Background: an optimization exercise with open tools, aiming at small area and few clock cycles. Do not read the settings as production practice. Function was checked by simulation only, so behaviour that the tests miss may differ from the original. Power and IR drop assume default switching activity.

== build 80 ==
==> flow/design.v (excerpt) <==
module geq_encoder (
    input  wire         clk,
    input  wire         rst,               
    input  wire         in_valid,
    output wire         in_ready,
    input  wire [7:0]   in_board_id,
    input  wire [7:0]   in_frame_seq,
    input  wire [7:0]   in_brightness,
    input  wire [423:0] in_bars,           
    input  wire         in_scope_en,
    input  wire [423:0] in_scope,          
    input  wire         in_vu_en,
    input  wire [31:0]  in_vu,             
    output wire         out_valid,
    input  wire         out_ready,
    output reg  [7:0]   out_byte,
    output wire         out_last
);
Size: roughly 1600 cells after synthesis, about 920 I/O pins, roughly 18000 um2 of cells after synthesis.
export LEC_CHECK = 0
export CAP_MARGIN = 20
export CORE_AREA = 5 5 180 180
export DIE_AREA = 0 0 185 185
export PLACE_DENSITY = 0.85
export SLEW_MARGIN = 20
export SYNTH_HIERARCHICAL = 1
create_clock -name core_clock -period 10.0 [get_ports {clk}]
standard.sh (not shown) runs the stock make flow with config.mk's settings and CLKGATE_MAP_FILE= SYNTH_SCRIPT=/design/flow/synth_recipe.tcl, a recipe that flattens the netlist after the stock synthesis.
==> flow/flow/run.sh <==
#!/bin/bash
# The standard layout, with these changes:
# - after synthesis, every combinational cell gets the smallest drive of its
#   family (flow/downsize.tcl); the later repair steps size up where needed;
# - each port is buffered by the smallest buffer (sky130_fd_sc_hd__buf_1)
#   instead of the cell buffer_ports picks by itself;
# - a clock tree of small clock buffers without dummy loads;
# - pins placed as close as one routing track apart, for a smaller die.
set -euo pipefail
cd "$(dirname "$0")/.."
export BUFFER_PORTS_ARGS="-buffer_cell sky130_fd_sc_hd__buf_1"
export PLACE_PINS_ARGS="-min_distance 1 -min_distance_in_tracks"
export CTS_ARGS="-sink_clustering_enable -repair_clock_nets -buf_list sky130_fd_sc_hd__clkbuf_4 -root_buf sky130_fd_sc_hd__clkbuf_8 -sink_clustering_size 9 -sink_clustering_max_diameter 60 -dont_use_dummy_load"
bash standard.sh synth > synth.log 2>&1
ODB=orfs/results/sky130hd/geq_encoder/base/1_synth.odb openroad -no_init -exit flow/downsize.tcl > downsize.log 2>&1
bash standard.sh finish > standard.log 2>&1
==> flow/flow/downsize.tcl <==
# Area recovery on the synthesized netlist: give every combinational cell the
# smallest drive strength of its family (same function and pins). The layout
# steps that follow (repair_design, repair_timing) size up again wherever
# slew, capacitance or timing need it. Registers are left as they are.
read_db $::env(ODB)
set db [ord::get_db]
set skip {^(df|edf|sdf|dl|sdl|clk|conb|tap|fill|decap|diode|lpflow|probe|ebuf|einv|macro)}
set best [dict create]
foreach lib [$db getLibs] {
  foreach m [$lib getMasters] {
    if {![regexp {^sky130_fd_sc_hd__([a-z0-9]+)_([0-9]+)$} [$m getName] -> fam d]} continue
    if {[regexp $skip $fam]} continue
    set a [expr {[$m getWidth] * [$m getHeight]}]
    if {![dict exists $best $fam] || $a < [lindex [dict get $best $fam] 1]} {
      dict set best $fam [list $m $a]
    }
  }
}
set n 0
set saved 0.0
foreach inst [[ord::get_db_block] getInsts] {
  set m [$inst getMaster]
  if {![regexp {^sky130_fd_sc_hd__([a-z0-9]+)_([0-9]+)$} [$m getName] -> fam d]} continue
  if {![dict exists $best $fam]} continue
  lassign [dict get $best $fam] bm ba
  set a [expr {[$m getWidth] * [$m getHeight]}]
  if {$ba < $a && [$inst swapMaster $bm]} {
    incr n
    set saved [expr {$saved + ($a - $ba) / 1e6}]
  }
}
puts "downsized $n cells, [format %.1f $saved] um2"
write_db $::env(ODB)
Testbench counts of build 80, summed over its fixed seeds: cycles 139,208.
## Diff of input files: build 50 against build 80
Settings: PLACE_DENSITY now 0.75, was 0.85; CORE_AREA now 5 5 195 195, was 5 5 180 180; DIE_AREA now 0 0 200 200, was 0 0 185 185.
diff --git a/flow/flow/run.sh b/flow/flow/run.sh
--- a/flow/flow/run.sh
+++ b/flow/flow/run.sh
@@ -1,4 +1,4 @@
 #!/bin/bash
-# The standard layout, with these changes:
+# The standard layout, with three changes:
 # - after synthesis, every combinational cell gets the smallest drive of its
 #   family (flow/downsize.tcl); the later repair steps size up where needed;
Results
Per the comparison of build 50 with build 80, wire length fell by 2.2%; global routing usage on met3 fell by 5.3 points. The share of the final layout cell area in sequential cells of build 50 and that of build 80 are within noise of each other. Critical-path cell with the highest stage delay: sky130_fd_sc_hd__dfxtp_1 -> build 50, sky130_fd_sc_hd__a2111oi_0 -> build 80.
What build 26 does differently from build 50 at the input level:
Settings: a change of CAP_MARGIN from 20 to 0; a change of DIE_AREA from 0 0 200 200 to 0 0 330 330; a deleted PLACE_DENSITY that had been 0.75; a change of SLEW_MARGIN from 20 to 0; a change of CORE_AREA from 5 5 195 195 to 5 5 325 325.
diff --git a/flow/flow/run.sh b/flow/flow/run.sh
--- a/flow/flow/run.sh
+++ b/flow/flow/run.sh
@@ -5,10 +5,8 @@
 # - each port is buffered by the smallest buffer (sky130_fd_sc_hd__buf_1)
 #   instead of the cell buffer_ports picks by itself;
-# - a clock tree of small clock buffers without dummy loads;
-# - pins placed as close as one routing track apart, for a smaller die.
+# - a clock tree of small clock buffers without dummy loads.
 set -euo pipefail
 cd "$(dirname "$0")/.."
 export BUFFER_PORTS_ARGS="-buffer_cell sky130_fd_sc_hd__buf_1"
-export PLACE_PINS_ARGS="-min_distance 1 -min_distance_in_tracks"
 export CTS_ARGS="-sink_clustering_enable -repair_clock_nets -buf_list sky130_fd_sc_hd__clkbuf_4 -root_buf sky130_fd_sc_hd__clkbuf_8 -sink_clustering_size 9 -sink_clustering_max_diameter 60 -dont_use_dummy_load"
 bash standard.sh synth > synth.log 2>&1
==> run summary <==
[build 26] actual slew at the worst max-slew pin fell 0.040 ns relative to build 50
[compare] base=build 50 new=build 26: area of the multi-input gates shows an increase of 0.70%, die area went up by 170%.
The following lists how build 60 was set up differently from build 26:
Settings: swapping 0 for 20 in SLEW_MARGIN; swapping 0 for 20 in CAP_MARGIN.
==> run summary <==
- Build 60 reached the end of the flow, and the finished layout is clean on the timing, DRC and antenna checks.
- Reported for build 60 and build 26, summed negative setup slack over all endpoints turned out identical to the last digit.
- Clock transition at the registers of the reported paths: build 60 vs build 26, no meaningful difference
- Number of H-tree levels came out exactly the same in build 60 and build 26.
- Comparing build 26 against build 60, there is no change at all in maximum frequency.
- Diff build 60..build 26 | post-route total power | unchanged
- Any difference in area occupied by registers between build 26 and build 60 is small enough to ignore.
- Ratio of cells with drive above 1 in the final layout: build 26 vs build 60 — no meaningful difference
- Comparing build 26 with build 60, the critical path's largest stage delay came out essentially unchanged.
- Status: layout overhead on the synthesized area parity (build 60, build 26)
- Build 60 against build 26: met1 usage has remained practically unchanged; layout sequential cell count flat.

-- what the ideal ports hide --
In the flow no input, the clock included, has a driving cell. The finished layouts below were timed again as built, in two steps.
Step 1 sets driving cells, clkbuf_16 on the clock port and buf_2 on the other inputs (assumed; they add their load-dependent delay and slew).
Step 2 adds t to the input delays and takes it off the output delays; t is the mean of the earliest and latest rising clock arrival at the registers after step 1. Input paths then give back, and output paths get back, about the clock's delay inside the block.
Three values: no drivers, after step 1, after step 2; two values: the first two.
run | t (ns) | setup slack, ns | clock arrival spread, ns | cell pins on the clock port's net
build 80 | 0.640 | 2.832 / 2.781 / 3.421 | 0.042 / 0.042 | 1
build 50 | 0.657 | 2.603 / 2.555 / 3.211 | 0.061 / 0.061 | 1
build 26 | 0.714 | 2.044 / 1.986 / 2.700 | 0.100 / 0.100 | 1
build 60 | 0.714 | 2.044 / 1.986 / 2.700 | 0.100 / 0.100 | 1
After both steps every run listed still meets setup and hold.
